Background: an optimization exercise with open tools, aiming at small area. Do not read the settings as production practice. Function was checked by simulation only, so behaviour that the tests miss may differ from the original. No activity file was given, so power comes from the tool's default toggle rates.

==> flow/design.v (excerpt) <==
module ivt_remote_core (
  input  wire        clk,
  input  wire        rst,           
  input  wire        req_valid,
  output wire        req_ready,
  input  wire [31:0] req_word,
  output wire        resp_valid,
  output wire [31:0] resp_stat,
  output wire [31:0] resp_result,
  input  wire [9:0]  pk_addr,
  output wire [7:0]  pk_data
);
==> flow/config.mk <==
export PLATFORM = sky130hd
export DESIGN_NAME = ivt_remote_core
export DESIGN_NICKNAME = ivt_remote_core
export VERILOG_FILES = /design/flow/design.v
export SDC_FILE = /design/flow/constraint.sdc
export NUM_CORES = 4
export LEC_CHECK = 0
export ABC_AREA = 1
export CAP_MARGIN = 20
export CORE_MARGIN = 2
export CORE_UTILIZATION = 40
export CTS_BUF_LIST = sky130_fd_sc_hd__clkbuf_4
export SLEW_MARGIN = 20
==> flow/constraint.sdc <==
create_clock -name core_clock -period 10.0 [get_ports {clk}]
set_input_delay 2.0000 -clock core_clock [delete_from_list [all_inputs] [get_ports {clk}]]
set_output_delay 2.0000 -clock core_clock [all_outputs]
set_load 0.01 [all_outputs]
run.sh (not shown) runs the stock make flow with config.mk's settings and CLKGATE_MAP_FILE= SYNTH_SCRIPT=/design/flow/synth_recipe.tcl, a recipe that flattens the netlist after the stock synthesis.
==> next run, changes <==
Settings changed: CTS_BUF_LIST sky130_fd_sc_hd__clkbuf_4 to not set.
=> Cell area increases by 0.59%; wire length decreases by 0.95%; worst hold slack improves by 0.035 ns.
==> next run, changes <==
Settings changed: CTS_BUF_LIST set to sky130_fd_sc_hd__clkbuf_8.
After rerunning: Flip-flop and latch count stays the same. Setup slack improved by 0.0061 ns. Core utilization barely changes. Routed wire length came out higher by 0.63%. Maximum frequency stays flat. Via count came out higher by about 0.4%.

Setup of old:
Another version of the RTL of ivt_remote_core (not shown whole).
Size: ~840 cells after synthesis, roughly 250 flip-flops, ~120 I/O pins, about 8700 um^2 of cells after synthesis.
Settings: LEC_CHECK=0, ABC_AREA=1, CAP_MARGIN=20, CORE_MARGIN=2, CORE_UTILIZATION=40, SLEW_MARGIN=20; clock period 10.0 ns.
standard.sh (not shown) runs the stock make flow with config.mk's settings and CLKGATE_MAP_FILE= SYNTH_SCRIPT=/design/flow/synth_recipe.tcl, a recipe that flattens the netlist after the stock synthesis.
==> flow/flow/run.sh <==
#!/bin/bash
# Own layout flow: the standard flow (standard.sh) with three changes in
# how the layout is made:
#  - synthesis maps the logic with an area-oriented ABC script
#    (flow/abc_area.script, used in place of ORFS's abc_area.script; the
#    rest of the synthesis, and so every register and its name, is the
#    standard one);
#  - port buffering uses the smallest buffer cell (every port still gets
#    its buffer);
#  - clock tree synthesis uses the options in flow/cts_args.txt.
# Each step's full output goes to a log file in this folder (synth.log,
# layout.log); ORFS's own per-step logs stay under orfs/logs/.
set -euo pipefail
W=$(pwd)

rm -rf "$W/scripts_area"
cp -r "$FLOW_HOME/scripts" "$W/scripts_area"
cp "$W/flow/abc_area.script" "$W/scripts_area/abc_area.script"

SCRIPTS_DIR="$W/scripts_area" bash "$W/standard.sh" synth > "$W/synth.log" 2>&1

export BUFFER_PORTS_ARGS="-buffer_cell sky130_fd_sc_hd__buf_1"
if [[ -s "$W/flow/cts_args.txt" ]]; then
  export CTS_ARGS="$(cat "$W/flow/cts_args.txt")"
fi
bash "$W/standard.sh" > "$W/layout.log" 2>&1
==> flow/flow/abc_area.script <==
strash
&get -n
&st
&b
&dch
&nf -R 1000 -p -F 8 -A 4 -a
&put
==> flow/flow/cts_args.txt <==
-sink_clustering_enable -repair_clock_nets -dont_use_dummy_load -buf_list sky130_fd_sc_hd__clkbuf_2
Edits applied to the flow inputs when going from old to new:
==> flow/flow/cts_args.txt <==
-sink_clustering_enable -repair_clock_nets -dont_use_dummy_load -buf_list sky130_fd_sc_hd__clkbuf_8
## What came out
new vs. old: core occupancy in the finished layout went up by 1.1 points. Of the two candidates, old has the worse wire length and new the better one. Summary — clock period minus worst slack, new relative to old: lower, by 0.010 ns. Of old and new, new shows the higher clock share of power, with old below it. Diff old -> new | number of clock-tree buffers in the layout | decrease of about 33%. Delta (new minus old): number of nets with antenna violations after routing stayed essentially flat, final non-filler cell area higher, worst setup slack after layout went up by 0.010 ns, combinational cell fraction of total power went down 1.3 points.

job 1564:
Another version of the RTL of ivt_remote_core (not shown whole).
For scale: about 250 flip-flops, roughly 8600 um^2 of cells after synthesis.
clock: 10.0 ns
lec_check: 0
abc_area: 1
cap_margin: 20
core_margin: 2
core_utilization: 40
slew_margin: 20
==> flow/flow/abc_area.script <==
strash
&get -n
&st
&deepsyn -T 60
&b
&dch
&nf -R 1000 -p -F 8 -A 4 -a
&put
==> flow/flow/cts_args.txt <==
-sink_clustering_enable -repair_clock_nets -dont_use_dummy_load -buf_list {sky130_fd_sc_hd__clkbuf_2 sky130_fd_sc_hd__clkbuf_4}
Scripts as last shown in full above: flow/flow/run.sh
Job 1564 went all the way through the flow, and no timing, DRC or antenna check failed.
Setup changes, job 1564 to job 2832
==> flow/flow/cts_args.txt <==
-sink_clustering_enable -repair_clock_nets -dont_use_dummy_load -buf_list sky130_fd_sc_hd__clkbuf_2
--- outcome ---
Job 2832 ended with every stage complete and zero timing, DRC or antenna violations.
Changes observed in job 2832 relative to job 1564: final setup slack of the worst path went down by 23 ps, minimum period implied by the final worst setup slack went up by 23 ps, slew at the pin with the worst max-slew slack went up by 50 ps.
Between job 1564 and job 2832, the final clock period utilization by the worst path is higher for job 2832.
Switching share of power up 1.9 points in job 2832 wrt job 1564
~same number of nets in the layout in job 1564 and job 2832
Max switching power total across job 1564 and job 2832: job 2832
#### Input delta (job 9072 over job 2832)
==> flow/flow/abc_area.script <==
strash
&get -n
&st
&b
&dch
&nf -R 1000 -p -F 8 -A 4 -a
&put
==> flow/flow/cts_args.txt <==
-sink_clustering_enable -repair_clock_nets -dont_use_dummy_load -buf_list sky130_fd_sc_hd__clkbuf_2 -sink_clustering_size 8
### Flow results
- Job 9072 completed every stage of the flow, and the final layout passed the timing, design-rule and antenna checks.
- Compared to job 2832, job 9072 has worst-case setup margin in the final layout 190 ps higher.
- On wire length, the lower figure sits with job 9072, not job 2832.
- The total power of job 9072 exceeds that of job 2832 by about 1.2%.
- Job 9072 against job 2832: inserted tap cell count now sits at about the same level, count of clock-buffer cells in the layout moved down.
- Between job 2832 and job 9072, synthesized cell count is higher for job 9072, job 2832 comes in under that.
- Compared with job 2832, job 9072 ends up with more cell area.
- Looking at share of the core filled with cells, job 9072 sits 0.18 points higher than job 2832 does.
Modified inputs, job 8716 compared to job 9072
==> flow/flow/cts_args.txt <==
-sink_clustering_enable -repair_clock_nets -dont_use_dummy_load -buf_list sky130_fd_sc_hd__clkbuf_2 -sink_buffer_max_cap_derate 1.0
==> results.txt <==
- Job 8716 completed end to end with timing, DRC and antenna clean.
- On count of filler cells inserted in the layout, job 9072 and job 8716 are basically level.
- Relative to job 9072, the detailed-routed wire length on met3 of job 8716 is higher by 7.0%.
- The area added between synthesis and finish on job 8716 is in line with that on job 9072.
- Job 8716 vs job 9072: critical path's largest stage delay up
- | global-route usage | job 8716 vs job 9072 | ≈ equal |
[inputs] job 7342 vs job 8716
==> flow/flow/cts_args.txt <==
-sink_clustering_enable -repair_clock_nets -dont_use_dummy_load -buf_list sky130_fd_sc_hd__clkbuf_2 -sink_buffer_max_cap_derate 0.3
--- outcome ---
Placer's final routability congestion estimate came out exactly the same in job 7342 and job 8716. Going from job 8716 to job 7342, combinational power share held steady; final design utilization held steady; number of non-filler instances in the completed layout held steady.

## separate check: timing with driven ports
In the flow no input, the clock included, has a driving cell. The finished layouts below were timed again as built, in two steps. Step 1, drivers: a clkbuf_16 drives clk and a buf_2 each remaining input, both assumed. Step 2 times the ports against the registers' clock, not the clock port: input delays grow and output delays shrink by t, the midpoint of the rising clock arrivals with the driver on. Slacks: ideal / step 1 / step 2; pairs: ideal / step 1.
run | t, ns | setup WS [ns] | slew at the worst register clock pin (ns)
the first run of note 1 | 0.726 | 1.637 / 1.606 / 1.606 | 0.08 / 0.08
the second run of note 1 | 0.581 | 1.610 / 1.580 / 1.580 | 0.07 / 0.07
the third run of note 1 | 0.591 | 1.616 / 1.584 / 1.584 | 0.07 / 0.07
old | 0.822 | 1.728 / 1.703 / 1.703 | 0.11 / 0.11
new | 0.542 | 1.738 / 1.712 / 1.712 | 0.06 / 0.06
job 1564 | 0.645 | 1.719 / 1.696 / 1.696 | 0.07 / 0.07
job 2832 | 0.812 | 1.697 / 1.673 / 1.673 | 0.11 / 0.11
job 9072 | 0.776 | 1.886 / 1.863 / 1.863 | 0.11 / 0.11
job 8716 | 0.769 | 1.861 / 1.837 / 1.837 | 0.11 / 0.11
job 7342 | 0.769 | 1.861 / 1.837 / 1.837 | 0.11 / 0.11
After both steps every run listed still meets setup and hold. For the third run of note 1, which loses most, drivers alone change the setup slack by -0.032 ns; drivers and shift together by -0.032 ns.
